What follows belongs to an exercise in optimizing a design on an open flow for small area, a short achievable clock period and few clock cycles; a production flow would make more cautious choices. At most, simulation tests tie the RTL to the original design; equivalence was not proved. The RTL of runs 1 to 3 was laid out without a check of its function. No activity file was given, so power comes from the tool's default toggle rates.

==> design.v <==
module sfr_div #(
    parameter integer W = 24
) (
    input  wire [W-1:0] a,
    input  wire [W-1:0] b,
    output wire [W-1:0] diff,
    output wire         borrow
);
    assign {borrow, diff} = {1'b0, a} - {1'b0, b};
endmodule
module sfr_top (
    input  wire        clk,
    input  wire        rst,
    input  wire        evt_valid,
    input  wire [31:0] evt_data,
    output wire        evt_ready,
    output wire        rec_valid,
    output reg  [2:0]  rec_port,
    output reg         rec_last,
    output reg  [7:0]  rec_data,
    output wire [15:0] status,
    output wire [31:0] config_word,
    output wire [31:0] baud_word,
    output wire [31:0] stage_word
);
    localparam [7:0] STX = 8'h02;
    localparam [2:0] P_STD = 3'd0, P_BCAST = 3'd1, P_SPEC = 3'd2, P_ANY = 3'd3, P_TXP = 3'd4;
    localparam [1:0] RX_START = 2'd0, RX_LEN = 2'd1, RX_BODY = 2'd2;
    localparam [1:0] TX_IDLE = 2'd0, TX_WAIT = 2'd1, TX_SEND = 2'd2;
    localparam [2:0] R_NONE = 3'd0, R_OK = 3'd1, R_BCC = 3'd2, R_LEN = 3'd3,
                     R_LINE = 3'd4, R_TIMEOUT = 3'd5;
    localparam [1:0] F_TX_BUSY = 2'd1, F_CONFIG = 2'd2, F_ILLEGAL = 2'd3;
    localparam [1:0] PH_STX = 2'd0, PH_LGE = 2'd1, PH_BODY = 2'd2, PH_BCC = 2'd3;
    reg        run;
    reg [1:0]  rx_state;
    reg [1:0]  tx_state;
    reg [2:0]  last_result;
    reg        fault;
    reg [1:0]  fault_cause;
    reg [4:0]  cfg_node;
    reg [3:0]  cfg_en;
    reg [23:0] cfg_baud;
    reg [23:0] baud_stage;
    reg [6:0]  lge;
    reg [5:0]  wp;
    reg        last_q;        
    reg [7:0]  bcc;
    reg [8*63-1:0] rxb;
    reg        armed;
    reg        rfirst;
    reg [23:0] rs;
    reg [8*63-1:0] txb;
    reg [6:0]  tx_lge;
    reg [7:0]  tx_bcc;
    reg        tfirst;
    reg [17:0] ts;
    reg        tpend;         
    reg        rdy;           
    reg        src_tx;
    reg [1:0]  ph;
    reg [5:0]  p;
    reg        any_pend;
    reg        rv_q;
    wire em = !rdy;
    assign evt_ready = rdy;
    wire take = evt_valid && rdy;
    assign rec_valid   = rv_q;
    assign status      = {5'd0, fault_cause, fault, last_result, run, tx_state, rx_state};
    assign config_word = {20'd0, cfg_en, 3'd0, cfg_node};
    assign baud_word   = {8'd0, cfg_baud};
    assign stage_word  = {8'd0, baud_stage};
    wire [3:0] op = evt_data[31:28];
    wire [7:0] d  = evt_data[7:0];
    wire z27_24 = (evt_data[27:24] == 4'd0);
    wire z23_12 = (evt_data[23:12] == 12'd0);
    wire z11_8  = (evt_data[11:8] == 4'd0);
    wire z7_5   = (evt_data[7:5] == 3'd0);
    wire z4_2   = (evt_data[4:2] == 3'd0);
    wire z1_0   = (evt_data[1:0] == 2'd0);
    wire z27_12 = z27_24 && z23_12;
    wire z27_8  = z27_12 && z11_8;
    wire z27_0  = z27_8 && z7_5 && z4_2 && z1_0;
    reg legal;
    always @(*) begin
        case (op)
            4'h1:    legal = z27_8;
            4'h2:    legal = z27_8 && z7_5 && z4_2 && !(evt_data[1] && evt_data[0]);
            4'h3:    legal = z27_0;
            4'h4:    legal = z27_0;
            4'h5:    legal = z27_24;
            4'h6:    legal = z27_12 && z7_5;
            4'h7:    legal = z27_0;
            default: legal = 1'b0;
        endcase
    end
    wire is_rx   = (op == 4'h1);
    wire is_err  = (op == 4'h2);
    wire is_tick = (op == 4'h3);
    wire is_done = (op == 4'h4);
    wire is_baud = (op == 4'h5);
    wire is_start= (op == 4'h6);
    wire is_stop = (op == 4'h7);
    wire [7:0] adr = rxb[7:0];
    wire node_eq   = (adr[4:0] == cfg_node);
    wire c_spec    = adr[7];
    wire c_mirror  = !adr[7] && adr[6] && node_eq;
    wire c_bcast   = !adr[7] && !c_mirror && adr[5];
    wire c_std     = (adr[7:5] == 3'b000) && node_eq;
    wire tx_idle   = (tx_state == TX_IDLE);
    wire tx_wait   = (tx_state == TX_WAIT);
    wire cls_on    = (c_spec && cfg_en[2]) || (c_bcast && cfg_en[1]) || (c_std && cfg_en[0]);
    wire [2:0] cls_port = c_spec ? P_SPEC : c_bcast ? P_BCAST : P_STD;
    wire mir_busy  = c_mirror && !tx_idle;
    wire any_on    = cfg_en[3] && !mir_busy;
    wire stage_bad = (baud_stage < 24'd155);
    wire [17:0] ra;
    wire [14:0] rb;
    assign ra[0] = (lge[2:0] == 3'd0) | (lge[2:0] == 3'd2) | (lge[2:0] == 3'd4) | (lge[2:0] == 3'd6);
    assign ra[1] = (lge[2:0] == 3'd0) | (lge[2:0] == 3'd1) | (lge[2:0] == 3'd4) | (lge[2:0] == 3'd5);
    assign ra[2] = (lge[2:0] == 3'd0) | (lge[2:0] == 3'd2) | (lge[2:0] == 3'd5) | (lge[2:0] == 3'd7);
    assign ra[3] = (lge[2:0] == 3'd0) | (lge[2:0] == 3'd1) | (lge[2:0] == 3'd4) | (lge[2:0] == 3'd7);
    assign ra[4] = (lge[2:0] == 3'd0) | (lge[2:0] == 3'd2) | (lge[2:0] == 3'd5);
    assign ra[5] = (lge[2:0] == 3'd0) | (lge[2:0] == 3'd1) | (lge[2:0] == 3'd4) | (lge[2:0] == 3'd7);
    assign ra[6] = (lge[2:0] == 3'd0) | (lge[2:0] == 3'd2) | (lge[2:0] == 3'd5);
    assign ra[7] = (lge[2:0] == 3'd0) | (lge[2:0] == 3'd1) | (lge[2:0] == 3'd4) | (lge[2:0] == 3'd7);
    assign ra[8] = (lge[2:0] == 3'd0) | (lge[2:0] == 3'd1) | (lge[2:0] == 3'd2) | (lge[2:0] == 3'd3) | (lge[2:0] == 3'd7);
    assign ra[9] = (lge[2:0] == 3'd0) | (lge[2:0] == 3'd2) | (lge[2:0] == 3'd4) | (lge[2:0] == 3'd6) | (lge[2:0] == 3'd7);
    assign ra[10] = (lge[2:0] == 3'd0) | (lge[2:0] == 3'd3) | (lge[2:0] == 3'd4);
    assign ra[11] = (lge[2:0] == 3'd0) | (lge[2:0] == 3'd1) | (lge[2:0] == 3'd3) | (lge[2:0] == 3'd6);
    assign ra[12] = (lge[2:0] == 3'd0) | (lge[2:0] == 3'd2) | (lge[2:0] == 3'd3) | (lge[2:0] == 3'd5) | (lge[2:0] == 3'd6);
    assign ra[13] = (lge[2:0] == 3'd0) | (lge[2:0] == 3'd4) | (lge[2:0] == 3'd5) | (lge[2:0] == 3'd6);
    assign ra[14] = (lge[2:0] == 3'd0) | (lge[2:0] == 3'd7);
    assign ra[15] = (lge[2:0] == 3'd0);
    assign ra[16] = (lge[2:0] == 3'd0);
    assign ra[17] = (lge[2:0] == 3'd0);
    assign rb[0] = (lge[6:3] == 4'd1) | (lge[6:3] == 4'd3) | (lge[6:3] == 4'd5) | (lge[6:3] == 4'd7);
    assign rb[1] = (lge[6:3] == 4'd1) | (lge[6:3] == 4'd2) | (lge[6:3] == 4'd5) | (lge[6:3] == 4'd6);
    assign rb[2] = (lge[6:3] == 4'd2) | (lge[6:3] == 4'd4) | (lge[6:3] == 4'd5) | (lge[6:3] == 4'd7);
    assign rb[3] = (lge[6:3] == 4'd1) | (lge[6:3] == 4'd4) | (lge[6:3] == 4'd7) | (lge[6:3] == 4'd8);
    assign rb[4] = (lge[6:3] == 4'd2) | (lge[6:3] == 4'd5) | (lge[6:3] == 4'd8);
    assign rb[5] = (lge[6:3] == 4'd1) | (lge[6:3] == 4'd4) | (lge[6:3] == 4'd7);
    assign rb[6] = (lge[6:3] == 4'd2) | (lge[6:3] == 4'd5) | (lge[6:3] == 4'd8);
    assign rb[7] = (lge[6:3] == 4'd1) | (lge[6:3] == 4'd4) | (lge[6:3] == 4'd7);
    assign rb[8] = (lge[6:3] == 4'd1) | (lge[6:3] == 4'd2) | (lge[6:3] == 4'd3) | (lge[6:3] == 4'd7) | (lge[6:3] == 4'd8);
    assign rb[9] = (lge[6:3] == 4'd2) | (lge[6:3] == 4'd4) | (lge[6:3] == 4'd6) | (lge[6:3] == 4'd7);
    assign rb[10] = (lge[6:3] == 4'd3) | (lge[6:3] == 4'd4) | (lge[6:3] == 4'd8);
    assign rb[11] = (lge[6:3] == 4'd1) | (lge[6:3] == 4'd3) | (lge[6:3] == 4'd6) | (lge[6:3] == 4'd8);
    assign rb[12] = (lge[6:3] == 4'd2) | (lge[6:3] == 4'd3) | (lge[6:3] == 4'd5) | (lge[6:3] == 4'd6);
    assign rb[13] = (lge[6:3] == 4'd4) | (lge[6:3] == 4'd5) | (lge[6:3] == 4'd6);
    assign rb[14] = (lge[6:3] == 4'd7) | (lge[6:3] == 4'd8);
    wire [17:0] rsum = ra + {rb, 3'd0};
    wire [23:0] rs_init = {rsum, 6'h3F};
    wire        rs_act = armed && !rfirst;
    wire        ts_act = tx_wait && !tfirst;
    wire        sel_ts = tpend || !rs_act;
    wire [23:0] sub_a  = sel_ts ? {6'd0, ts} : rs;
    wire [23:0] sub_d;
    wire        sub_bor;
    sfr_div #(.W(24)) u_sub (.a(sub_a), .b(cfg_baud), .diff(sub_d), .borrow(sub_bor));
    wire d_lge_ok = (!d[7] && !d[6] && (d[5:1] != 5'd0)) || (d == 8'h40);
    wire bcc_ok   = (bcc == d);
    wire [8*63-1:0] buf_sel = src_tx ? txb : rxb;
    wire [7:0] body_byte = buf_sel[8*p +: 8];
    wire [6:0] len_sel   = src_tx ? tx_lge : lge;
    wire [7:0] bcc_sel   = src_tx ? tx_bcc : bcc;
    wire body_end        = ({1'b0, p} == len_sel - 7'd2);
    genvar gi;
    generate
        for (gi = 0; gi < 63; gi = gi + 1) begin : g_buf
            always @(posedge clk) begin
                if (rx_state == RX_BODY && wp == gi)
                    rxb[8*gi +: 8] <= d;
                if (tx_idle)
                    txb[8*gi +: 8] <= rxb[8*gi +: 8];
            end
        end
    endgenerate
    always @(posedge clk) begin
        if (tx_idle) begin
            tx_lge <= lge;
            tx_bcc <= bcc;
        end
    end
    always @(posedge clk) begin
        begin
            rv_q     <= 1'b0;
            rec_last <= 1'b0;
            if (rfirst)
                rs <= rs_init;
            if (tpend) begin
                tpend <= 1'b0;
                ts    <= sub_d[17:0];
                if (sub_bor) begin
                    tx_state <= TX_SEND;
                    src_tx   <= 1'b1;
                    rv_q     <= !fault;
                    rec_data <= STX;
                    rec_port <= P_TXP;
                    ph       <= PH_LGE;
                    any_pend <= 1'b0;
                    rdy      <= fault;
                end else begin
                    rdy <= 1'b1;
                end
            end else if (em) begin
                rv_q <= 1'b1;
                case (ph)
                PH_STX: begin
                    rec_data <= STX;
                    rec_port <= P_ANY;
                    ph       <= PH_LGE;
                end
                PH_LGE: begin
                    rec_data <= {1'b0, len_sel};
                    ph       <= PH_BODY;
                    p        <= 6'd0;
                end
                PH_BODY: begin
                    rec_data <= body_byte;
                    p        <= p + 6'd1;
                    if (body_end)
                        ph <= PH_BCC;
                end
                default: begin
                    rec_data <= bcc_sel;
                    rec_last <= 1'b1;
                    ph       <= PH_STX;
                    if (any_pend) begin
                        any_pend <= 1'b0;
                    end else begin
                        rdy <= 1'b1;
                    end
                end
                endcase
            end else if (take) begin
                if (!fault && !legal) begin
                    fault       <= 1'b1;
                    fault_cause <= F_ILLEGAL;
                end
                if (is_rx && run) begin
                    case (rx_state)
                    RX_START: if (d == STX)
                        rx_state <= RX_LEN;
                    RX_LEN: begin
                        lge      <= d[6:0];
                        wp       <= 6'd0;
                        last_q   <= 1'b0;
                        bcc      <= STX ^ d;
                        rfirst   <= 1'b1;
                        armed    <= d_lge_ok;
                        rx_state <= d_lge_ok ? RX_BODY : RX_START;
                        if (!d_lge_ok)
                            last_result <= R_LEN;
                    end
                    default: begin
                        wp     <= wp + 6'd1;
                        last_q <= ({1'b0, wp} + 7'd2 == lge);
                        if (!last_q) begin
                            bcc <= bcc ^ d;
                        end else begin
                            rx_state <= RX_START;
                            armed    <= 1'b0;
                            rfirst   <= 1'b0;
                            if (!bcc_ok) begin
                                last_result <= R_BCC;
                            end else begin
                                last_result <= R_OK;
                                src_tx <= 1'b0;
                                if (c_mirror) begin
                                    if (!tx_idle) begin
                                        if (!fault && legal) begin
                                            fault       <= 1'b1;
                                            fault_cause <= F_TX_BUSY;
                                        end
                                    end else begin
                                        tx_state <= TX_WAIT;
                                        tfirst   <= 1'b1;
                                        ts       <= 18'd211199;
                                    end
                                end
                                if (cls_on && legal && !fault) begin
                                    rdy      <= 1'b0;
                                    rv_q     <= 1'b1;
                                    rec_data <= STX;
                                    rec_port <= cls_port;
                                    ph       <= PH_LGE;
                                    any_pend <= any_on;
                                end else if (any_on && legal && !fault) begin
                                    rdy      <= 1'b0;
                                    rv_q     <= 1'b1;
                                    rec_data <= STX;
                                    rec_port <= P_ANY;
                                    ph       <= PH_LGE;
                                    any_pend <= 1'b0;
                                end
                            end
                        end
                    end
                    endcase
                end
                if (is_err && run) begin
                    if (rx_state != RX_START)
                        last_result <= R_LINE;
                    rx_state <= RX_START;
                    armed    <= 1'b0;
                    rfirst   <= 1'b0;
                end
                if (is_tick) begin
                    if (armed) begin
                        rfirst <= 1'b0;
                        if (!rfirst) begin
                            rs <= sub_d;
                            if (sub_bor) begin
                                last_result <= R_TIMEOUT;
                                rx_state    <= RX_START;
                                armed       <= 1'b0;
                            end
                        end
                    end
                    if (tx_wait) begin
                        tfirst <= 1'b0;
                        if (!tfirst) begin
                            if (rs_act) begin
                                tpend <= 1'b1;
                                rdy   <= 1'b0;
                            end else begin
                                ts <= sub_d[17:0];
                                if (sub_bor) begin
                                    tx_state <= TX_SEND;
                                    src_tx   <= 1'b1;
                                    if (legal && !fault) begin
                                        rdy  <= 1'b0;
                                        rv_q <= 1'b1;
                                    end
                                    rec_data <= STX;
                                    rec_port <= P_TXP;
                                    ph       <= PH_LGE;
                                    any_pend <= 1'b0;
                                end
                            end
                        end
                    end
                end
                if (is_done && tx_state == TX_SEND)
                    tx_state <= TX_IDLE;
                if (is_baud && legal && !fault)
                    baud_stage <= evt_data[23:0];
                if (is_start || is_stop) begin
                    run      <= 1'b0;
                    rx_state <= RX_START;
                    armed    <= 1'b0;
                    rfirst   <= 1'b0;
                    if (tx_wait)
                        tx_state <= TX_IDLE;
                end
                if (is_start) begin
                    if (stage_bad) begin
                        if (!fault && legal) begin
                            fault       <= 1'b1;
                            fault_cause <= F_CONFIG;
                        end
                    end else begin
                        if (legal && !fault) begin
                            cfg_node <= evt_data[4:0];
                            cfg_en   <= evt_data[11:8];
                            cfg_baud <= baud_stage;
                        end
                        last_result <= R_NONE;
                        run         <= 1'b1;
                    end
                end
            end
        end
        if (rst) begin
            run         <= 1'b0;
            rx_state    <= RX_START;
            tx_state    <= TX_IDLE;
            last_result <= R_NONE;
            fault       <= 1'b0;
            fault_cause <= 2'd0;
            cfg_node    <= 5'd0;
            cfg_en      <= 4'd0;
            cfg_baud    <= 24'd0;
            baud_stage  <= 24'd0;
            armed       <= 1'b0;
            rdy         <= 1'b1;
            tpend       <= 1'b0;
            rv_q        <= 1'b0;
        end
    end
endmodule
==> flow/run.sh <==
#!/bin/bash
# Own layout flow: the standard ORFS flow (standard.sh) with these changes to how
# the layout is optimised (the design, clock period and constraints are unchanged):
#  - the port buffers are plain buffers (buf_4) instead of the delay cell buffer_ports
#    picks by default;
#  - the sizer may change a cell's footprint (MATCH_CELL_FOOTPRINT 0);
#  - clock tree synthesis adds no dummy loads;
set -euo pipefail
MARGIN=${MARGIN:-7.0}
TNS=${TNS:-10}
bash standard.sh SETUP_SLACK_MARGIN=$MARGIN TNS_END_PERCENT=$TNS MATCH_CELL_FOOTPRINT=0 \
  "BUFFER_PORTS_ARGS=-buffer_cell sky130_fd_sc_hd__buf_4" \
  "CTS_ARGS=-sink_clustering_enable -repair_clock_nets -dont_use_dummy_load" \
  finish > flow_make.log 2>&1
==> standard.sh <==
#!/bin/bash
# synth_recipe.tcl (not shown) runs the flow's synth.tcl, then flattens the netlist and writes it again
# the make line also repeats each setting of config.mk as NAME=value (left out here)
make -C /OpenROAD-flow-scripts/flow DESIGN_CONFIG=/design/flow/config.mk WORK_HOME=/design/flow/orfs CLKGATE_MAP_FILE= SYNTH_SCRIPT=/design/flow/synth_recipe.tcl "${@:-finish}"
==> config.mk <==
export PLATFORM = sky130hd
export DESIGN_NAME = sfr_top
export DESIGN_NICKNAME = sfr_top
export VERILOG_FILES = /design/flow/design.v
export SDC_FILE = /design/flow/constraint.sdc
export NUM_CORES = 4
export LEC_CHECK = 0
export CAP_MARGIN = 20
export CORE_MARGIN = 2
export CORE_UTILIZATION = 50
export SLEW_MARGIN = 20
==> constraint.sdc <==
create_clock -name core_clock -period 10.0 [get_ports {clk}]
set_input_delay 2.0000 -clock core_clock [delete_from_list [all_inputs] [get_ports {clk}]]
set_output_delay 2.0000 -clock core_clock [all_outputs]
set_load 0.01 [all_outputs]
==> results.cfg, run 1 <==
[outcome]
status = no timing/DRC/antenna violations

[yosys]
synth_top_area_cell = edfxtp_1
synth_top_flop_cell = edfxtp_1
ys_seq_area_frac = 0.695
synth-async-reset-ratio = 0
synthCells = 2973
synth_warnings = 1
synth_enable_flop_cells = 1086
ys_ff_latch = 1183
synth.distinct_cells = 78
synth_area_sq_um = 49700
syn_area_per_cell_sq_um = 16.7
synthTopCellsByArea = edfxtp_1 (66%), mux4_2 (10%), mux2i_1 (4.1%)
synth_top_area_frac = 0.656

[clock_network]
cts.clk_slew.worst_paths_ns = 0.06
cts_tree = yes
cts_sinks = 1183
clockBufferDepth = 3
numCtsBuffers = 121
cts_hold_buf = 0
clk_latency_ns = 0.72
cts-root-buf = clkbuf_16
cts_max_level = 3

[floorplanning]
die_y_microns = 319
ios = 161
initial_core_util = 0.505
die_area_sq_um = 102000
core_sq_um = 98400
num_rows = 115
die_x_microns = 319

[sta]
tightestPinTransition_ns = 1.14
hold_ws_ns = 0.402
max_freq_mhz = 267
fin_crit_ns = 3.75
fin_crit_sh = 0.375
drv_slew = 0
finalSetupViolCount = 0
final_hold_viol_count = 0
setup_tns_ns = 0
fin_worst_skew_ns = 0.0972
rsz0062_at_grt = true
relSlewSlack = 0.234

[detailed_routing]
viasPerCell = 6.32
drt_iter0_drc = 3201
ant_nets = 0
first_pass_iters = 6
drt_wl_total_mm = 131
remaining_drc_errors = 0
wl_per_cell_microns = 29.6
vias = 28000

[cells_and_area]
nNetsFinal = 3240
area_growth_pct = 13.3
fin_util = 0.572
drive_above_1_share = 0.222
mostFrequentLayoutCells = edfxtp_1 (1,086), mux4_2 (224), mux2i_1 (206)
n_antenna_cell = 0
fill_cells = 7561
final_common_cell = edfxtp_1

[global_routing]
gr-usage-all-layers = 0.254
grt_pass1_wl_mm = 191
grt_pass1_vias = 28200
grt_max_degree = 186
antenna_found_initial = 2
gr-total-overflow = 0

[critical_path]
required_ns = 10.46
critPathArrivalTime_ns = 4.21
r2r-end = rec_data[7]
end_kind = flip-flop
timing.rr.start = rfirst
slowest_delay_ns = 0.46
critPathKind = input port to flip-flop
r2r_slack_ns = 6.28
crit_path_cell_trace = buf_4 -> nand2b_1 -> nor2_1 -> nand2_1 -> nor4b_2 -> nand2_1 -> nor2_4 -> nor3_4 -> buf_4 -> a221o_1
r2r_cells = 18
startpoint_type = input port
cp_max_fo = 7
critPathSlowestCell = nor4b_2

[placement]
gp_congestion = 0.846
hpwl_mm = 75.8
port_buffers = 116

[hold_path]
min_path_type = flip-flop to flip-flop
hold_start = rxb[8]
holdPathEnd = txb[8]
holdPathStages = 0

[power]
ir_drop_mv = 0.140
power_density_nw_per_um2 = 171
p_leak_nw = 19.9

[job]
drv_cap = 0
-- synthesized netlist by cell type (all sizes together), types with 11 or more instances --
library cell and instances:
a211oi 25, edfxtp 1086, and2 14, nor2b 27, a21o 11, nor4 19
a21oi 98, ha 49, clkbuf 78, mux2 22, o221ai 19, nand2b 19
inv 49, o21ai 104, nor2 211, dfxtp 97, o22ai 34, nor3 31
xor2 32, nand3 36, mux2i 206, and3 17, xnor2 45, buf 127
nand2 132, mux4 224
-- layout make-up --
type                            instances  area [sq um]  share of cell area
Clock buffer                          121          3030              0.0538
Inverter                               50           198             0.00351
Sequential cell                      1183         34600               0.614
Multi-Input combinational cell       1578         14700               0.261
Timing Repair Buffer                  220          2240              0.0398
Tap cell                             1287          1610              0.0286
-- power by group --
group	switching [mW]	total [mW]	internal, mW	leakage, nW
clock	1.70	3.80	2.10	1.49
sequential	0.0285	5.50	5.47	11.2
combinational	0.215	0.330	0.115	7.18
-- worst max-delay path, delay by kind of cell --
kind	cells	cell delay [ns]
buf+inv	2	0.31
simple gates	7	1.57
compound gates	1	0.31
-- logic make-up after synthesis --
| group | after synthesis | synth area share |
|---|---|---|
| DFF | 1183 | 0.695 |
| and+or+nand+nor | 551 | 0.0517 |
| muxes | 452 | 0.148 |
| AOI/OAI and AO/OA | 403 | 0.0520 |
| buffers and inverters | 255 | 0.0262 |
| xor gates and xnor gates | 77 | 0.0136 |
| adders and majority gates | 51 | 0.0131 |
| other | 1 | 0.0000755 |
-- worst max path at each step --
| stage | from | to | slack, ns | cells after the start |
|---|---|---|---|---|
| final | evt_data[31] | rec_data[7] | 6.25 | 10 |
| after floorplan | tx_state[0] | rec_data[0] | 0.59 | 7 |
| after detailed placement | rfirst | rec_data[1] | 4.26 | 15 |
| after global placement | rfirst | rec_data[7] | 4.43 | 17 |
| after global routing | rfirst | rec_data[5] | 6.13 | 18 |
| after CTS | evt_data[0] | ts[0] | 6.34 | 9 |
-- state kept, by name, summed over array words and instances, names as in the netlist, 2 cells and up --
name and count:
baud_stage 24, bcc 8, cfg_baud 24, cfg_en 4, cfg_node 5, fault_cause 2
last_result 3, lge 7, p 6, ph 2, rec_data 8, rec_port 3
rs 24, rx_state 2, rxb 504, ts 18, tx_bcc 8, tx_lge 7
tx_state 2, txb 504, wp 6
-- what timing repair did --
action / in CTS / in global routing
pin swaps: 26 / 15
gates cloned: 15 / 2
endpoints found under the setup margin: 326 / 327
buffers inserted: 35 / 17
gates resized for setup: 169 / 28
-- layer usage --
layer  part of all wire  vias to the layer above  wire length (microns)  track usage
li1                   -                    12000                      -            -
met1               0.42                    14700                  55800        0.370
met2               0.47                     1156                  62300        0.401
met3              0.076                      190                  10000       0.0412
met4              0.024                        0                   3150       0.0678
met5                  0                        -                      0            0
-- per-stage QoR --
stage          cells  setup slack [ns]  power, mW  instance area (sq um)
2_1_floorplan   3016             0.590       5.78                  49900
3_3_place_gp    4249              4.43       5.87                  51600
3_5_place_dp    4249              4.26       5.88                  51600
4_1_cts         4420              6.34       9.68                  56000
5_1_grt         4439              6.13       9.90                  56300
6_report        4439              6.25       9.62                  56300
==> run 2: changes to the inputs <==
==> flow/run.sh (replaced) <==
#!/bin/bash
# Own layout flow: the standard ORFS flow (standard.sh) with these changes to how
# the layout is optimised (the design, clock period and constraints are unchanged):
#  - the port buffers are plain buffers (buf_2) instead of the delay cell buffer_ports
#    picks by default;
#  - the sizer may change a cell's footprint (MATCH_CELL_FOOTPRINT 0);
#  - clock tree synthesis adds no dummy loads and uses clkbuf_8 below a clkbuf_16 root, with up to 20 sinks per leaf buffer;
set -euo pipefail
MARGIN=${MARGIN:-7.0}
TNS=${TNS:-10}
bash standard.sh SETUP_SLACK_MARGIN=$MARGIN TNS_END_PERCENT=$TNS MATCH_CELL_FOOTPRINT=0 \
  "BUFFER_PORTS_ARGS=-buffer_cell sky130_fd_sc_hd__buf_2" \
  "CTS_ARGS=-sink_clustering_enable -repair_clock_nets -dont_use_dummy_load -sink_clustering_size 20 -root_buf sky130_fd_sc_hd__clkbuf_16 -buf_list sky130_fd_sc_hd__clkbuf_8" \
  finish > flow_make.log 2>&1
==> results.cfg, run 2 <==
[yosys]
synth_top_family_by_area = multiplexers
syn_area_per_cell_sq_um = 16.7
synth_top_area_cell = edfxtp_1
synthTopCellsByArea = edfxtp_1 (66%), mux4_2 (10%), mux2i_1 (4.1%)
yosys.area_share.xor_xnor = 0.0136
synth-async-reset-ratio = 0
yosysMostFrequentCell = edfxtp_1
synthAdderAreaFrac = 0.0131
ys_seq_area_frac = 0.695
synth.distinct_cells = 78
synth_common_cells = edfxtp_1 (1,086), mux4_2 (224), nor2_1 (211)
synth_top_flop_cell = edfxtp_1
synth_top_area_frac = 0.656
synth_enable_flop_cells = 1086
ys_ff_latch = 1183
synth-compound-area-share = 0.0520
synth_area_sq_um = 49700
synthMuxAreaShare = 0.148
synthCells = 2973
synth_warnings = 1
yosys.area_share.simple = 0.0517

[power]
ir_drop_mv = 0.122
p_leak_nw = 20.0
power_density_nw_per_um2 = 164

[sta]
setup_tns_ns = 0
drv_slew = 0
fin_crit_ns = 3.89
relSlewSlack = 0.196
tightestPinTransition_ns = 1.21
fin_worst_skew_ns = 0.0698
rsz0062_at_grt = true
final_hold_viol_count = 0
max_freq_mhz = 257
layout_setup_ws_ns = 6.11
finalSetupViolCount = 0
fin_crit_sh = 0.389

[detailed_routing]
wl_per_cell_microns = 29.1
first_pass_iters = 6
drt_iter0_drc = 3004
vias = 28400
drt_wl_total_mm = 132
ant_nets = 0
remaining_drc_errors = 0
viasPerCell = 6.22

[critical_path]
cp.depth = 10
startpoint_type = input port
crit_path_cell_trace = buf_8 -> buf_16 -> or3_4 -> nor4_4 -> o2111a_1 -> o21ai_4 -> nor4_4 -> nor3_4 -> buf_12 -> a221o_1
startpoint = evt_data[4]
r2r-end = rec_data[7]
timing.rr.start = rfirst
critPathSlowestCell = or3_4
r2r_slack_ns = 6.17
crit_family = simple AND/OR/NAND/NOR gates
end_kind = flip-flop
slowest_delay_ns = 0.40
cp_num_buf_inv = 3
cp_max_fo = 5
critPathKind = input port to flip-flop
critPathArrivalTime_ns = 4.35
r2r_cells = 19
crit_path_end = rec_data[7]
cp_common_cell = nor4_4
required_ns = 10.46

[placement]
preCtsSetupSlack_ns = 4.67
place_area_sq_um = 51400
port_buffers = 116
gp_congestion = 0.862
hpwl_mm = 77.4
placed_cells = 4262

[cells_and_area]
nNetsFinal = 3355
mostFrequentLayoutCells = edfxtp_1 (1,086), mux4_2 (224), mux2i_1 (206)
area_growth_pct = 13.2
fin_area_sq_um = 56200
final_common_cell = edfxtp_1
instances_no_fill = 4558
largest_registers = rxb: 504 flops, txb: 504 flops
drive_above_1_share = 0.252

[clock_network]
cts.clk_slew.worst_paths_ns = 0.06
cts_tree = yes
cts-root-buf = clkbuf_16
clk_latency_ns = 0.75
cts_hold_buf = 0
cts_sinks = 1183
numCtsBuffers = 191
clockBufferDepth = 3
cts_max_level = 4

[floorplanning]
die_area_sq_um = 102000
ios = 161
num_rows = 115
die_x_microns = 319
core_sq_um = 98400
initial_core_util = 0.505
die_y_microns = 319

[job]
drv_cap = 0

[global_routing]
gr-total-overflow = 0
grt_pass1_vias = 28900
antenna_found_initial = 3
grt_max_degree = 194
grt_pass1_wl_mm = 194
gr-usage-all-layers = 0.260

[outcome]
status = no timing/DRC/antenna violations

[hold_path]
min_path_type = flip-flop to flip-flop
run 2: cell count changes in the layout (fill, tap and decap cells not counted), moves of 5 or more:
cell and delta:
clkbuf_8 +191, mux2_2 -7, buf_2 +110, clkbuf_16 -121
buf_4 -91, mux2_4 +7, buf_12 +9, nor2_2 -5
buf_6 +19
run 2: final cells by class:
type,instances,area (sq um)
Antenna cell,4,10.0
Inverter,50,194
Timing Repair Buffer,265,2420
Fill cell,7701,42200
Multi-Input combinational cell,1578,14800
Sequential cell,1183,34600
Clock buffer,191,2640
Tap cell,1287,1610
run 2: how the worst min path moves through the flow:
| stage | startpoint | end | slack (ns) | depth (start not counted) |
|---|---|---|---|---|
| finish | rxb[124] | txb[124] | 0.40 | 0 |
| global route | rxb[482] | txb[482] | 0.41 | 0 |
| CTS | rxb[310] | txb[310] | 0.40 | 0 |
| detailed placement | rxb[364] | txb[364] | 0.43 | 0 |
| global placement | rxb[296] | txb[296] | 0.42 | 0 |
| floorplan | rxb[317] | txb[317] | 0.42 | 0 |
run 2: metal layers:
layer,global-route usage,vias to the layer above,wire length [microns]
li1,-,12100,-
met1,0.367,14700,55800
met2,0.405,1311,62000
met3,0.0579,240,10700
met4,0.0835,2,3850
met5,0,-,11
run 2: worst register-to-register path: stages (launching register included):
cell        delay (ns)
edfxtp_1          0.42
buf_12            0.15
clkinvlp_4        0.09
nand2_4           0.06
nor2_4            0.12
buf_8             0.15
mux2i_1           0.20
ha_2              0.20
inv_2             0.04
fa_2              0.39
a211oi_4          0.27
nor3b_4           0.08
o21ai_2           0.18
o21ai_2           0.11
a41oi_2           0.28
o21ai_4           0.13
nor2_4            0.18
nor3_4            0.09
buf_12            0.16
a221o_1           0.31
run 2: stage by stage:
stage	power, mW	utilization	hold slack (ns)
3_5_place_dp	5.88	0.523	0.428
3_3_place_gp	5.87	0.522	0.423
5_1_grt	9.53	0.571	0.409
4_1_cts	9.29	0.565	0.398
6_report	9.23	0.572	0.396
2_1_floorplan	5.78	-	0.420
run 2: cell families after synthesis:
family	Yosys count
multiplexers	452
adder cells (fa/ha/maj)	51
buffers and inverters	255
other	1
AO/OA/AOI/OAI	403
flip-flops	1183
XOR/XNOR	77
AND/OR/NAND/NOR	551
run 2: power by group:
part / total, mW / switching [mW] / internal, mW / leakage (nW)
logic: 0.344 / 0.221 / 0.122 / 7.44
clock network: 3.38 / 1.70 / 1.68 / 1.38
registers: 5.50 / 0.0290 / 5.47 / 11.2
total: 9.23 / 1.95 / 7.28 / 20.0
run 2: timing repair:
| item | in CTS | in global routing |
|---|---|---|
| setup endpoints to repair | 248 | 240 |
| gates resized for setup | 176 | 71 |
| pin swaps | 24 | 40 |
| buffers inserted | 48 | 33 |
| cloned | 16 | 1 |
==> run 3: changes to the inputs <==
==> flow/run.sh (replaced) <==
#!/bin/bash
# Own layout flow: the standard ORFS flow (standard.sh) with these changes to how
# the layout is optimised (the design, clock period and constraints are unchanged):
#  - the port buffers are plain buffers (buf_2) instead of the delay cell buffer_ports
#    picks by default;
#  - the sizer may change a cell's footprint (MATCH_CELL_FOOTPRINT 0);
#  - clock tree synthesis adds no dummy loads and uses clkbuf_16 with up to 26 sinks per leaf buffer;
set -euo pipefail
MARGIN=${MARGIN:-7.0}
TNS=${TNS:-10}
bash standard.sh SETUP_SLACK_MARGIN=$MARGIN TNS_END_PERCENT=$TNS MATCH_CELL_FOOTPRINT=0 \
  "BUFFER_PORTS_ARGS=-buffer_cell sky130_fd_sc_hd__buf_2" \
  "CTS_ARGS=-sink_clustering_enable -repair_clock_nets -dont_use_dummy_load -sink_clustering_size 26 -sink_clustering_max_diameter 80 -buf_list sky130_fd_sc_hd__clkbuf_16" \
  finish > flow_make.log 2>&1
==> results.cfg, run 3 <==
[sta]
relSlewSlack = 0.235
drv_slew = 0
fin_crit_sh = 0.383
max_freq_mhz = 261
tightestPinTransition_ns = 1.14
final_hold_viol_count = 0
fin_crit_ns = 3.83
setup_tns_ns = 0
hold_ws_ns = 0.423
rsz0062_at_grt = true
fin_worst_skew_ns = 0.0810
layout_setup_ws_ns = 6.17
finalSetupViolCount = 0

[critical_path]
r2r_slack_ns = 6.17
r2r_cells = 18
timing.rr.start = rfirst
required_ns = 10.40
startpoint_type = flip-flop
critPathArrivalTime_ns = 4.23
cp_max_fo = 5
startpoint = rfirst
end_kind = flip-flop
r2r-end = rec_data[1]
critPathKind = flip-flop to flip-flop

[floorplanning]
ios = 161
core_sq_um = 98400
die_x_microns = 319
die_area_sq_um = 102000
num_rows = 115
die_y_microns = 319
initial_core_util = 0.505

[cells_and_area]
mostFrequentLayoutCells = edfxtp_1 (1,086), mux4_2 (224), mux2i_1 (206)
fin_area_sq_um = 54700
area_growth_pct = 10.1
instances_no_fill = 4401
final_common_cell = edfxtp_1
fin_util = 0.556
largest_registers = rxb: 504 flops, txb: 504 flops
drive_above_1_share = 0.212
nNetsFinal = 3201

[yosys]
synth_top_flop_cell = edfxtp_1
syn_area_per_cell_sq_um = 16.7
synth_warnings = 1
synth_top_area_cell = edfxtp_1
ys_seq_area_frac = 0.695
synth_area_sq_um = 49700
synthTopCellsByArea = edfxtp_1 (66%), mux4_2 (10%), mux2i_1 (4.1%)
synth_enable_flop_cells = 1086
synthCells = 2973
ys_ff_latch = 1183
synth-async-reset-ratio = 0
synth_top_area_frac = 0.656
yosysMostFrequentCell = edfxtp_1
synth_common_cells = edfxtp_1 (1,086), mux4_2 (224), nor2_1 (211)
synth.distinct_cells = 78

[detailed_routing]
drt_iter0_drc = 3113
drt_wl_total_mm = 129
ant_nets = 0
first_pass_iters = 5
remaining_drc_errors = 0
viasPerCell = 6.27
vias = 27600
wl_per_cell_microns = 29.4

[hold_path]
holdPathStages = 0
min_path_type = flip-flop to flip-flop
holdPathEnd = txb[362]
hold_start = rxb[362]

[outcome]
status = no timing/DRC/antenna violations

[power]
p_clk_frac = 0.299
power.total_mw = 8.30
p_int_mw = 6.59
p_leak_nw = 19.2
ir_drop_mv = 0.169
seqPwrFrac = 0.661
power_density_nw_per_um2 = 152
combPwrFrac = 0.040
p_switching_mw = 1.71
p_sw_frac = 0.206

[clock_network]
cts_tree = yes
cts-root-buf = clkbuf_16
numCtsBuffers = 57
clockBufferDepth = 3
cts.clk_slew.worst_paths_ns = 0.10
cts_hold_buf = 0
cts_sinks = 1183
clk_latency_ns = 0.71
cts_max_level = 2

[global_routing]
grt_pass1_vias = 27700
grt_pass1_wl_mm = 190
gr-total-overflow = 0
gr-usage-all-layers = 0.252
use_met1 = 0.366
grt_use_met2 = 0.399
top_usage_layer = met2
use_met3 = 0.0398
antenna_found_initial = 3
grt_max_degree = 194

[placement]
gp_congestion = 0.862
hpwl_mm = 77.4
preCtsSetupSlack_ns = 4.67
placed_cells = 4262
port_buffers = 116
place_area_sq_um = 51400

[job]
drv_cap = 0
==> run 3: per-layer routing <==
layer | vias up | part of all wire
li1 | 11900 | -
met1 | 14500 | 0.42
met2 | 1075 | 0.47
met3 | 175 | 0.076
met4 | 4 | 0.027
met5 | - | 0.00022
==> run 3: worst max path at each step <==
stage	endpoint	slack, ns	depth (start not counted)
final	rec_data[1]	6.17	18
after global routing	rec_data[6]	5.96	19
after CTS	rec_data[1]	6.19	17
after detailed placement	rec_data[1]	4.67	16
after global placement	ts[17]	4.72	10
after floorplan	rec_data[0]	0.59	7
==> run 3: critical path: stages, from the launching register on <==
cell        delay [ns]
edfxtp_1          0.44
buf_12            0.15
clkinvlp_4        0.09
nand2_4           0.06
nor2_4            0.11
buf_6             0.16
buf_6             0.10
mux2_4            0.31
ha_4              0.30
and3_4            0.18
nor3b_4           0.20
o21ai_2           0.10
o21ai_2           0.21
a41oi_2           0.19
o21ai_4           0.28
nor2_4            0.08
nor3_4            0.31
clkbuf_16         0.22
a221oi_1          0.07
==> run 3: cell families after synthesis <==
| group | after synthesis | synth area share |
|---|---|---|
| muxes | 452 | 0.148 |
| DFF | 1183 | 0.695 |
| xor gates and xnor gates | 77 | 0.0136 |
| other | 1 | 0.0000755 |
| adders and majority gates | 51 | 0.0131 |
| buffers and inverters | 255 | 0.0262 |
| and+or+nand+nor | 551 | 0.0517 |
| AOI/OAI and AO/OA | 403 | 0.0520 |
==> run 3: final cells by class <==
| type | count | area (sq um) |
|---|---|---|
| fillers | 7749 | 43700 |
| flip-flops and latches | 1183 | 34600 |
| multi-input cells | 1578 | 14700 |
| repair buffers | 245 | 2200 |
| well taps | 1287 | 1610 |
| clock buffers | 57 | 1430 |
| inverters | 50 | 191 |
| diodes | 1 | 2.50 |
==> run 3: what timing repair did <==
action	CTS	global route
pin swaps	25	23
endpoints found under the setup margin	249	247
gates resized for setup	165	50
buffers inserted	38	24
gates cloned	16	0
==> run 3: power by group through the flow <==
stage	Sequential [mW]	Combinational [mW]	Clock, mW
after detailed placement	5.60	0.277	0
after global routing	5.49	0.358	2.70
after floorplan	5.61	0.171	0
after CTS	5.49	0.320	2.54
after global placement	5.60	0.270	0
final	5.49	0.333	2.48
==> run 4: changes to the inputs <==
--- a/design.v
+++ b/design.v
@@ -55,5 +55,4 @@
     reg        tfirst;
     reg [17:0] ts;
-    reg        tpend;         
     reg        rdy;           
     reg        src_tx;
@@ -151,11 +150,12 @@
     wire [17:0] rsum = ra + {rb, 3'd0};
     wire [23:0] rs_init = {rsum, 6'h3F};
-    wire        rs_act = armed && !rfirst;
-    wire        ts_act = tx_wait && !tfirst;
-    wire        sel_ts = tpend || !rs_act;
-    wire [23:0] sub_a  = sel_ts ? {6'd0, ts} : rs;
-    wire [23:0] sub_d;
-    wire        sub_bor;
-    sfr_div #(.W(24)) u_sub (.a(sub_a), .b(cfg_baud), .diff(sub_d), .borrow(sub_bor));
+    wire [23:0] rs_sub;
+    wire        rs_bor;
+    sfr_div #(.W(24)) u_rsub (.a(rs), .b(cfg_baud), .diff(rs_sub), .borrow(rs_bor));
+    wire        rs_exp = rs_bor;
+    wire [17:0] ts_sub;
+    wire        ts_bor;
+    sfr_div #(.W(18)) u_tsub (.a(ts), .b(cfg_baud[17:0]), .diff(ts_sub), .borrow(ts_bor));
+    wire        ts_exp = ts_bor || (cfg_baud[23:18] != 6'd0);
     wire d_lge_ok = (!d[7] && !d[6] && (d[5:1] != 5'd0)) || (d == 8'h40);
     wire bcc_ok   = (bcc == d);
@@ -188,20 +188,5 @@
             if (rfirst)
                 rs <= rs_init;
-            if (tpend) begin
-                tpend <= 1'b0;
-                ts    <= sub_d[17:0];
-                if (sub_bor) begin
-                    tx_state <= TX_SEND;
-                    src_tx   <= 1'b1;
-                    rv_q     <= !fault;
-                    rec_data <= STX;
-                    rec_port <= P_TXP;
-                    ph       <= PH_LGE;
-                    any_pend <= 1'b0;
-                    rdy      <= fault;
-                end else begin
-                    rdy <= 1'b1;
-                end
-            end else if (em) begin
+            if (em) begin
                 rv_q <= 1'b1;
                 case (ph)
@@ -310,6 +295,6 @@
                         rfirst <= 1'b0;
                         if (!rfirst) begin
-                            rs <= sub_d;
-                            if (sub_bor) begin
+                            rs <= rs_sub;
+                            if (rs_exp) begin
                                 last_result <= R_TIMEOUT;
                                 rx_state    <= RX_START;
@@ -321,21 +306,16 @@
                         tfirst <= 1'b0;
                         if (!tfirst) begin
-                            if (rs_act) begin
-                                tpend <= 1'b1;
-                                rdy   <= 1'b0;
-                            end else begin
-                                ts <= sub_d[17:0];
-                                if (sub_bor) begin
-                                    tx_state <= TX_SEND;
-                                    src_tx   <= 1'b1;
-                                    if (legal && !fault) begin
-                                        rdy  <= 1'b0;
-                                        rv_q <= 1'b1;
-                                    end
-                                    rec_data <= STX;
-                                    rec_port <= P_TXP;
-                                    ph       <= PH_LGE;
-                                    any_pend <= 1'b0;
+                            ts <= ts_sub;
+                            if (ts_exp) begin
+                                tx_state <= TX_SEND;
+                                src_tx   <= 1'b1;
+                                if (legal && !fault) begin
+                                    rdy  <= 1'b0;
+                                    rv_q <= 1'b1;
                                 end
+                                rec_data <= STX;
+                                rec_port <= P_TXP;
+                                ph       <= PH_LGE;
+                                any_pend <= 1'b0;
                             end
                         end
@@ -385,5 +365,4 @@
             armed       <= 1'b0;
             rdy         <= 1'b1;
-            tpend       <= 1'b0;
             rv_q        <= 1'b0;
         end
==> flow/run.sh (replaced) <==
#!/bin/bash
# Own layout flow: the standard ORFS flow (standard.sh) with these changes to how
# the layout is optimised (the design, clock period and constraints are unchanged):
#  - the port buffers are plain buffers (buf_4) instead of the delay cell buffer_ports
#    picks by default;
#  - the sizer may change a cell's footprint (MATCH_CELL_FOOTPRINT 0);
#  - clock tree synthesis adds no dummy loads;
set -euo pipefail
MARGIN=${MARGIN:-7.0}
TNS=${TNS:-10}
bash standard.sh SETUP_SLACK_MARGIN=$MARGIN TNS_END_PERCENT=$TNS MATCH_CELL_FOOTPRINT=0 \
  "BUFFER_PORTS_ARGS=-buffer_cell sky130_fd_sc_hd__buf_4" \
  "CTS_ARGS=-sink_clustering_enable -repair_clock_nets -dont_use_dummy_load" \
  finish > flow_make.log 2>&1
==> results.cfg, run 4 <==
[yosys]
synth_top_area_frac = 0.652
synth-async-reset-ratio = 0
syn_area_per_cell_sq_um = 16.7
synth_area_sq_um = 50000
ys_seq_area_frac = 0.690
synth_enable_flop_cells = 1086
ys_ff_latch = 1182
synth_common_cells = edfxtp_1 (1,086), mux4_2 (234), nor2_1 (224)
synth_top_flop_cell = edfxtp_1
synthTopCellsByArea = edfxtp_1 (65%), mux4_2 (11%), dfxtp_1 (3.8%)
yosysMostFrequentCell = edfxtp_1
synth_top_area_cell = edfxtp_1
synth_warnings = 1
synth.distinct_cells = 78
synthCells = 2994

[power]
p_leak_nw = 20.3
p_clk_frac = 0.405
combPwrFrac = 0.023
p_sw_frac = 0.198
ir_drop_mv = 0.156
seqPwrFrac = 0.572
power_density_nw_per_um2 = 165
p_int_mw = 7.54
p_switching_mw = 1.86

[critical_path]
critPathArrivalTime_ns = 4.17
cp_num_buf_inv = 3
critPathKind = input port to flip-flop
startpoint_type = input port
crit_path_cell_trace = buf_4 -> nand2b_1 -> nor3b_4 -> a41oi_2 -> or4_4 -> buf_4 -> a211oi_4 -> buf_12 -> nor3b_4 -> a211o_1
crit_family = simple AND/OR/NAND/NOR gates
critPathSlowestCell = or4_4
required_ns = 10.42
end_kind = flip-flop
cp_max_fo = 8
slowest_delay_ns = 0.47

[clock_network]
cts_sinks = 1182
cts_max_level = 3
clockBufferDepth = 3
clk_latency_ns = 0.71
cts-root-buf = clkbuf_16
cts_tree = yes
cts.clk_slew.worst_paths_ns = 0.05
numCtsBuffers = 121

[cells_and_area]
largest_registers = rxb: 504 flops, txb: 504 flops
fill_cells = 7492
register_area_sq_um = 34500
multi_input_area_sq_um = 14900
final_common_cell = edfxtp_1
area_growth_pct = 13.8
nNetsFinal = 3328
drive_above_1_share = 0.223
mostFrequentLayoutCells = edfxtp_1 (1,086), mux4_2 (234), nor2_1 (212)
fin_util = 0.571

[floorplanning]
initial_core_util = 0.502
die_area_sq_um = 103000
num_rows = 116
die_y_microns = 320
core_sq_um = 99700
die_x_microns = 320
ios = 161

[placement]
hpwl_mm = 76.8
gp_congestion = 0.889
port_buffers = 116

[detailed_routing]
wl_per_cell_microns = 29.4
drt_iter0_drc = 3420
drt_wl_total_mm = 133
vias = 28500
remaining_drc_errors = 0
first_pass_iters = 6
viasPerCell = 6.30
ant_nets = 0

[sta]
fin_worst_skew_ns = 0.0642
fin_crit_ns = 3.75
relSlewSlack = 0.140
rsz0062_at_grt = true
max_freq_mhz = 267
final_hold_viol_count = 0
drv_slew = 0
finalSetupViolCount = 0
setup_tns_ns = 0
tightestPinTransition_ns = 1.29
fin_crit_sh = 0.375

[global_routing]
grt_max_degree = 187
antenna_found_initial = 5
grt_pass1_wl_mm = 192
gr-usage-all-layers = 0.253
grt_pass1_vias = 28400
gr-total-overflow = 0

[job]
drv_cap = 0

[outcome]
status = no timing/DRC/antenna violations

[hold_path]
min_path_type = flip-flop to flip-flop
run 4: cell types whose count changed after synthesis, sizes merged, moves of 10 or more:
cell     previous run  this run
nand2             132        98
nor3               31        52
ha                 49        67
mux2i             206       188
mux2               22         5
o21ai             104        88
nor2              211       224
a2111oi             3        15
inv                49        61
xor2               32        43
mux4              224       234
o21a                7        17
run 4: final timing paths:
check                from           to  slack, ns  cells after the start
max          evt_data[29]  rec_data[7]       6.25                     10
min              rxb[323]     txb[323]       0.39                      0
max reg2reg          p[2]  rec_data[4]       6.34                      9
min reg2reg      rxb[323]     txb[323]       0.39                      0
run 4: power by group through the flow:
stage	registers (mW)	clock network, mW	logic [mW]
after global routing	5.37	4.06	0.233
after global placement	5.48	0	0.167
after detailed placement	5.48	0	0.172
after floorplan	5.47	0	0.0961
after CTS	5.37	3.87	0.200
final	5.37	3.81	0.218
run 4: timing repair:
action / 4_1_cts / 5_1_grt
cloned: 14 / 7
hold endpoints to repair: 0 / 0
endpoints found under the setup margin: 379 / 503
buffers inserted: 22 / 56
pin swaps: 8 / 32
resized for setup: 116 / 76
hold buffers: 0 / 0
run 4: cell families (layout without fill, tap and decap cells):
logic type / after synthesis / in the layout / share of synthesized area
buffers and inverters: 262 / 442 / 0.0276
AND/OR/NAND/NOR: 560 / 564 / 0.0526
XOR/XNOR: 91 / 91 / 0.0159
other: 1 / 45 / 0.0000749
adder cells (fa/ha/maj): 70 / 70 / 0.0179
AO/OA/AOI/OAI: 401 / 401 / 0.0519
flip-flops: 1182 / 1182 / 0.690
multiplexers: 427 / 427 / 0.144
run 4: through the flow:
stage | worst slack (ns) | power, mW | instance area [sq um] | hold slack, ns | instances
CTS | 6.31 | 9.44 | 56000 | 0.396 | 4453
finish | 6.25 | 9.40 | 57000 | 0.392 | 4520
global route | 6.21 | 9.66 | 57000 | 0.402 | 4519
global placement | 4.18 | 5.64 | 52000 | 0.424 | 4296
floorplan | 0.399 | 5.57 | 50300 | 0.421 | 3037
detailed placement | 4.01 | 5.65 | 52000 | 0.427 | 4296
run 4: cell type report:
type | instances | area share
flip-flops and latches | 1182 | 0.606
inverters | 63 | 0.00415
multi-input cells | 1597 | 0.261
well taps | 1298 | 0.0285
clock buffers | 121 | 0.0531
repair buffers | 258 | 0.0472
diodes | 1 | 0.0000439
run 4: per-layer routing:
metal,vias up,global-route usage,routed length [microns],share of wire
met2,1254,0.396,62200,0.47
met3,200,0.0395,9520,0.072
met4,0,0.0747,3410,0.026
met5,-,0,0,0
met1,14900,0.371,57700,0.43
li1,12200,-,-,-
Testbench counts of run 4, summed over its fixed seeds: cycles 88,023.
==> run 5: changes to the inputs <==
==> flow/run.sh (replaced) <==
#!/bin/bash
# Own layout flow: the standard ORFS flow (standard.sh) with these changes to how
# the layout is optimised (the design, clock period and constraints are unchanged):
#  - the port buffers are plain buffers (buf_2) instead of the delay cell buffer_ports
#    picks by default;
#  - the sizer may change a cell's footprint (MATCH_CELL_FOOTPRINT 0);
#  - clock tree synthesis adds no dummy loads and uses clkbuf_16 with up to 22 sinks per leaf buffer;
set -euo pipefail
MARGIN=${MARGIN:-7.0}
TNS=${TNS:-10}
bash standard.sh SETUP_SLACK_MARGIN=$MARGIN TNS_END_PERCENT=$TNS MATCH_CELL_FOOTPRINT=0 \
  "BUFFER_PORTS_ARGS=-buffer_cell sky130_fd_sc_hd__buf_2" \
  "CTS_ARGS=-sink_clustering_enable -repair_clock_nets -dont_use_dummy_load -sink_clustering_size 22 -sink_clustering_max_diameter 100 -buf_list sky130_fd_sc_hd__clkbuf_16" \
  finish > flow_make.log 2>&1
==> results.cfg, run 5 <==
[outcome]
status = no timing/DRC/antenna violations

[placement]
place_area_sq_um = 51800
port_buffers = 116
placed_cells = 4302
gp_congestion = 0.869
hpwl_mm = 77.7

[clock_network]
clockBufferDepth = 3
numCtsBuffers = 60
cts_tree = yes
cts-root-buf = clkbuf_16
cts.clk_slew.worst_paths_ns = 0.10
cts_sinks = 1182
cts_hold_buf = 0
cts_max_level = 2
clk_latency_ns = 0.69

[global_routing]
gr-total-overflow = 0
gr-usage-all-layers = 0.241
antenna_found_initial = 3
grt_pass1_wl_mm = 184
grt_max_degree = 176
grt_pass1_vias = 27400

[critical_path]
critPathKind = input port to flip-flop
crit_family = simple AND/OR/NAND/NOR gates
startpoint_type = input port
critPathSlowestCell = or4_4
slowest_delay_ns = 0.49
cp_num_buf_inv = 2
cp_max_fo = 8
end_kind = flip-flop
crit_path_cell_trace = buf_16 -> nor3_4 -> nand2_2 -> o41ai_2 -> a41oi_2 -> or4_4 -> a21oi_4 -> and3_4 -> buf_12 -> mux2i_2 -> nor2_1
required_ns = 10.52
critPathArrivalTime_ns = 4.27

[cells_and_area]
instances_no_fill = 4432
fin_util = 0.548
area_growth_pct = 9.20
drive_above_1_share = 0.203
n_antenna_cell = 0
largest_registers = rxb: 504 flops, txb: 504 flops
fin_area_sq_um = 54700
mostFrequentLayoutCells = edfxtp_1 (1,086), mux4_2 (234), nor2_1 (207)
final_common_cell = edfxtp_1
fill_cells = 7710
multi_input_area_sq_um = 14800
nNetsFinal = 3241
register_area_sq_um = 34500

[power]
p_switching_mw = 1.62
p_leak_nw = 19.2
power_density_nw_per_um2 = 148
p_clk_frac = 0.315
seqPwrFrac = 0.662
p_sw_frac = 0.200
ir_drop_mv = 0.115
combPwrFrac = 0.023
p_int_mw = 6.47

[sta]
rsz0062_at_grt = true
final_hold_viol_count = 0
fin_crit_sh = 0.375
hold_ws_ns = 0.427
drv_slew = 0
max_freq_mhz = 266
fin_worst_skew_ns = 0.0497
setup_tns_ns = 0
fin_crit_ns = 3.75
tightestPinTransition_ns = 1.14
finalSetupViolCount = 0
relSlewSlack = 0.237

[detailed_routing]
drt_iter0_drc = 3016
vias = 27900
ant_nets = 0
drt_wl_total_mm = 127
wl_per_cell_microns = 28.6
viasPerCell = 6.30
first_pass_iters = 5
remaining_drc_errors = 0

[yosys]
synth-async-reset-ratio = 0
synth_area_sq_um = 50000
ys_ff_latch = 1182
synth_common_cells = edfxtp_1 (1,086), mux4_2 (234), nor2_1 (224)
synth_top_area_frac = 0.652
synthTopCellsByArea = edfxtp_1 (65%), mux4_2 (11%), dfxtp_1 (3.8%)
synth.distinct_cells = 78
synth_enable_flop_cells = 1086
yosysMostFrequentCell = edfxtp_1
synth_top_flop_cell = edfxtp_1
ys_seq_area_frac = 0.690
synthCells = 2994
syn_area_per_cell_sq_um = 16.7
synth_top_area_cell = edfxtp_1
synth_warnings = 1

[floorplanning]
ios = 161
die_x_microns = 320
die_y_microns = 320
die_area_sq_um = 103000
num_rows = 116
core_sq_um = 99700
initial_core_util = 0.502

[hold_path]
min_path_type = flip-flop to flip-flop

[job]
drv_cap = 0
-- run 5: final timing paths --
path | slack (ns) | cells past startpoint | startpoint | end
worst max-delay path | 6.25 | 11 | evt_data[5] | baud_stage[19]
worst min register to register | 0.43 | 0 | rxb[33] | txb[33]
worst min-delay path | 0.43 | 0 | rxb[33] | txb[33]
worst max register to register | 6.41 | 10 | cfg_node[4] | rec_data[1]
-- run 5: cells by family after synthesis --
kind of cell             count (synthesis)  share of synthesized area
flip-flops                            1182                      0.690
AND/OR/NAND/NOR                        560                     0.0526
multiplexers                           427                      0.144
AO/OA/AOI/OAI                          401                     0.0519
buffers and inverters                  262                     0.0276
XOR/XNOR                                91                     0.0159
adder cells (fa/ha/maj)                 70                     0.0179
other                                    1                  0.0000749
-- run 5: through the flow --
stage               setup WS (ns)  total power, mW
floorplan                   0.399             5.57
global placement             4.62             5.64
detailed placement           4.57             5.64
CTS                          6.29             8.14
global route                 6.26             8.32
finish                       6.25             8.09
-- run 5: routing by layer --
layer  up-vias  track usage  part of all wire
met5         -            0           0.00010
met4         2       0.0638             0.027
met3       184       0.0298             0.062
met2      1077        0.384              0.47
met1     14700        0.356              0.44
li1      12000            -                 -
-- run 5: cell type report --
type	instances	share of cell area
Multi-Input combinational cell	1596	0.271
Clock buffer	60	0.0275
Timing Repair Buffer	233	0.0351
Inverter	63	0.00433
Tap cell	1298	0.0297
Sequential cell	1182	0.632
-- run 5: what timing repair did --
action,4_1_cts,5_1_grt
cloned,5,6
hold endpoints to repair,0,0
gates resized for setup,67,77
pin swaps,12,26
setup buffers,27,32
setup endpoints to repair,389,473
-- run 5: power groups by stage --
| stage | Sequential [mW] | Clock, mW | Combinational (mW) |
|---|---|---|---|
| 6_report | 5.36 | 2.55 | 0.183 |
| 5_1_grt | 5.36 | 2.76 | 0.199 |
| 4_1_cts | 5.36 | 2.60 | 0.175 |
| 3_5_place_dp | 5.48 | 0 | 0.168 |
| 3_3_place_gp | 5.47 | 0 | 0.163 |
| 2_1_floorplan | 5.47 | 0 | 0.0961 |
==> run 6: changes to the inputs <==
==> flow/run.sh (replaced) <==
#!/bin/bash
# Own layout flow: the standard ORFS flow (standard.sh) with these changes to how
# the layout is optimised (the design, clock period and constraints are unchanged):
#  - the port buffers are plain buffers (buf_2) instead of the delay cell buffer_ports
#    picks by default;
#  - the sizer may change a cell's footprint (MATCH_CELL_FOOTPRINT 0);
#  - clock tree synthesis adds no dummy loads and uses clkbuf_8 below a clkbuf_16 root;
set -euo pipefail
MARGIN=${MARGIN:-7.0}
TNS=${TNS:-10}
bash standard.sh SETUP_SLACK_MARGIN=$MARGIN TNS_END_PERCENT=$TNS MATCH_CELL_FOOTPRINT=0 \
  "BUFFER_PORTS_ARGS=-buffer_cell sky130_fd_sc_hd__buf_2" \
  "CTS_ARGS=-sink_clustering_enable -repair_clock_nets -dont_use_dummy_load -root_buf sky130_fd_sc_hd__clkbuf_16 -buf_list sky130_fd_sc_hd__clkbuf_8" \
  finish > flow_make.log 2>&1
==> results.cfg, run 6 <==
[cells_and_area]
area_growth_pct = 11.7
final_common_cell = edfxtp_1
fill_cells = 7635
nNetsFinal = 3376
n_antenna_cell = 0
largest_registers = rxb: 504 flops, txb: 504 flops
mostFrequentLayoutCells = edfxtp_1 (1,086), mux4_2 (234), nor2_1 (208)
fin_util = 0.561
drive_above_1_share = 0.236

[floorplanning]
core_sq_um = 99700
die_x_microns = 320
ios = 161
num_rows = 116
die_y_microns = 320
initial_core_util = 0.502
die_area_sq_um = 103000

[power]
p_leak_nw = 19.9
ir_drop_mv = 0.122
p_sw_frac = 0.205
seqPwrFrac = 0.603
combPwrFrac = 0.021
p_int_mw = 7.09
power_density_nw_per_um2 = 159
p_clk_frac = 0.376
p_switching_mw = 1.83
power.total_mw = 8.92

[detailed_routing]
drt_wl_total_mm = 129
vias = 28400
ant_nets = 0
remaining_drc_errors = 0
viasPerCell = 6.23
drt_iter0_drc = 3048
first_pass_iters = 6
wl_per_cell_microns = 28.2

[yosys]
synthCells = 2994
synth_top_flop_cell = edfxtp_1
synth_area_sq_um = 50000
syn_area_per_cell_sq_um = 16.7
synth_warnings = 1
synth_top_area_frac = 0.652
yosysMostFrequentCell = edfxtp_1
ys_ff_latch = 1182
synth.distinct_cells = 78
synthTopCellsByArea = edfxtp_1 (65%), mux4_2 (11%), dfxtp_1 (3.8%)
synth_common_cells = edfxtp_1 (1,086), mux4_2 (234), nor2_1 (224)
synth-async-reset-ratio = 0
ys_seq_area_frac = 0.690
synth_enable_flop_cells = 1086
synth_top_area_cell = edfxtp_1

[critical_path]
r2r_cells = 8
critPathSlowestCell = or3_4
cp_common_cell = buf_6
startpoint_type = input port
required_ns = 10.59
slowest_delay_ns = 0.42
end_kind = flip-flop
crit_path_cell_trace = buf_12 -> xor2_1 -> nor4_1 -> nand2_1 -> or3_4 -> a211oi_4 -> buf_6 -> buf_6 -> nand2_2 -> and3_4 -> a211o_1
cp_max_fo = 34
critPathKind = input port to flip-flop
critPathArrivalTime_ns = 4.30

[global_routing]
gr-usage-all-layers = 0.248
gr-total-overflow = 0
antenna_found_initial = 1
grt_max_degree = 176
grt_pass1_vias = 28500
grt_pass1_wl_mm = 188

[sta]
tightestPinTransition_ns = 1.14
finalSetupViolCount = 0
relSlewSlack = 0.238
rsz0062_at_grt = true
setup_tns_ns = 0
drv_slew = 0
fin_crit_ns = 3.71
max_freq_mhz = 270
fin_worst_skew_ns = 0.0696
fin_crit_sh = 0.371
final_hold_viol_count = 0

[clock_network]
numCtsBuffers = 189
cts-root-buf = clkbuf_16
cts_hold_buf = 0
cts_tree = yes
clockBufferDepth = 3
cts_sinks = 1182
cts.clk_slew.worst_paths_ns = 0.06
clk_latency_ns = 0.73
cts_max_level = 4

[outcome]
status = no timing/DRC/antenna violations

[hold_path]
holdPathStages = 0
min_path_type = flip-flop to flip-flop

[placement]
hpwl_mm = 77.7
port_buffers = 116
gp_congestion = 0.869

[job]
drv_cap = 0
[run 6: logic make-up (layout without fill, tap and decap cells)]
group	Yosys count	after routing	share of synthesized area
AOI/OAI and AO/OA	401	401	0.0519
adders and majority gates	70	70	0.0179
DFF	1182	1182	0.690
xor gates and xnor gates	91	91	0.0159
muxes	427	427	0.144
other	1	44	0.0000749
and+or+nand+nor	560	562	0.0526
buffers and inverters	262	492	0.0276
[run 6: area by class of cell]
| cell class | count | area [sq um] | share of cell area |
|---|---|---|---|
| flip-flops and latches | 1182 | 34500 | 0.618 |
| repair buffers | 240 | 2060 | 0.0368 |
| well taps | 1298 | 1620 | 0.0290 |
| inverters | 63 | 236 | 0.00423 |
| multi-input cells | 1595 | 14800 | 0.265 |
| clock buffers | 189 | 2610 | 0.0467 |
[run 6: critical path, delay by kind of cell]
family | cells | cell delay (ns)
and+or+nand+nor | 5 | 1.10
buffers and inverters | 3 | 0.45
AOI/OAI and AO/OA | 2 | 0.45
xor gates and xnor gates | 1 | 0.21
[run 6: power groups by stage]
stage / Sequential [mW] / Clock, mW / Combinational, mW
3_5_place_dp: 5.48 / 0 / 0.168
6_report: 5.38 / 3.35 / 0.185
2_1_floorplan: 5.47 / 0 / 0.0961
4_1_cts: 5.37 / 3.43 / 0.176
3_3_place_gp: 5.47 / 0 / 0.163
5_1_grt: 5.37 / 3.63 / 0.201
[run 6: final timing paths]
kind,slack (ns),startpoint,to
min,0.40,rxb[222],txb[222]
max,6.29,evt_data[0],rdy
min reg2reg,0.40,rxb[222],txb[222]
max reg2reg,6.43,src_tx,rec_data[3]
[run 6: routing by layer]
metal	wire, microns	track usage
met3	9370	0.0450
met4	3840	0.0839
met1	54800	0.354
met5	0	0
met2	61000	0.388
[run 6: what timing repair did]
item                                    CTS  global route
pin swaps                                 9            37
buffers inserted                         27            38
endpoints found under the hold margin     0             0
gates resized for setup                  68            98
endpoints found under the setup margin  398           467
gates cloned                              5             6
[run 6: per-stage QoR]
| step | area, sq um | instances | hold WS, ns | setup WS, ns |
|---|---|---|---|---|
| final | 55900 | 4567 | 0.397 | 6.29 |
| after global placement | 51800 | 4301 | 0.424 | 4.62 |
| after floorplan | 50300 | 3037 | 0.421 | 0.399 |
| after CTS | 55000 | 4523 | 0.392 | 6.29 |
| after detailed placement | 51800 | 4302 | 0.428 | 4.57 |
| after global routing | 55900 | 4567 | 0.408 | 6.27 |

==> afterwards: timing with drivers on the ports <==
Ports are ideal in the flow. The routed layouts listed here were re-timed in OpenROAD. Step 1, drivers: a clkbuf_16 drives clk and a buf_2 each remaining input, both assumed. Step 2 moves the port delays by t, midway between the first and last clock arrival at a register: inputs arrive t later, outputs are due t later. That takes back most of the time a late clock gives input paths. a / b / c = ideal ports / drivers / drivers and shift; a / b = the first two.
run	shift t [ns]	slack for setup (ns)	worst hold slack (ns)	worst setup path at the end
run 1	0.736	6.253 / 6.140 / 5.404	0.402 / 0.402 / 0.402	input to register
run 2	0.777	6.111 / 6.143 / 5.366	0.396 / 0.396 / 0.396	input to register
run 3	0.750	6.168 / 6.168 / 5.475	0.423 / 0.423 / 0.423	input to register
run 4	0.750	6.249 / 6.123 / 5.373	0.392 / 0.392 / 0.392	input to register
run 5	0.730	6.247 / 6.104 / 5.374	0.427 / 0.427 / 0.427	input to register
run 6	0.763	6.291 / 6.164 / 5.401	0.397 / 0.397 / 0.397	input to register
After both steps every run listed still meets setup and hold. The setup slack of run 6, which loses most, moves by -0.127 ns with the drivers and by -0.890 ns with both steps.
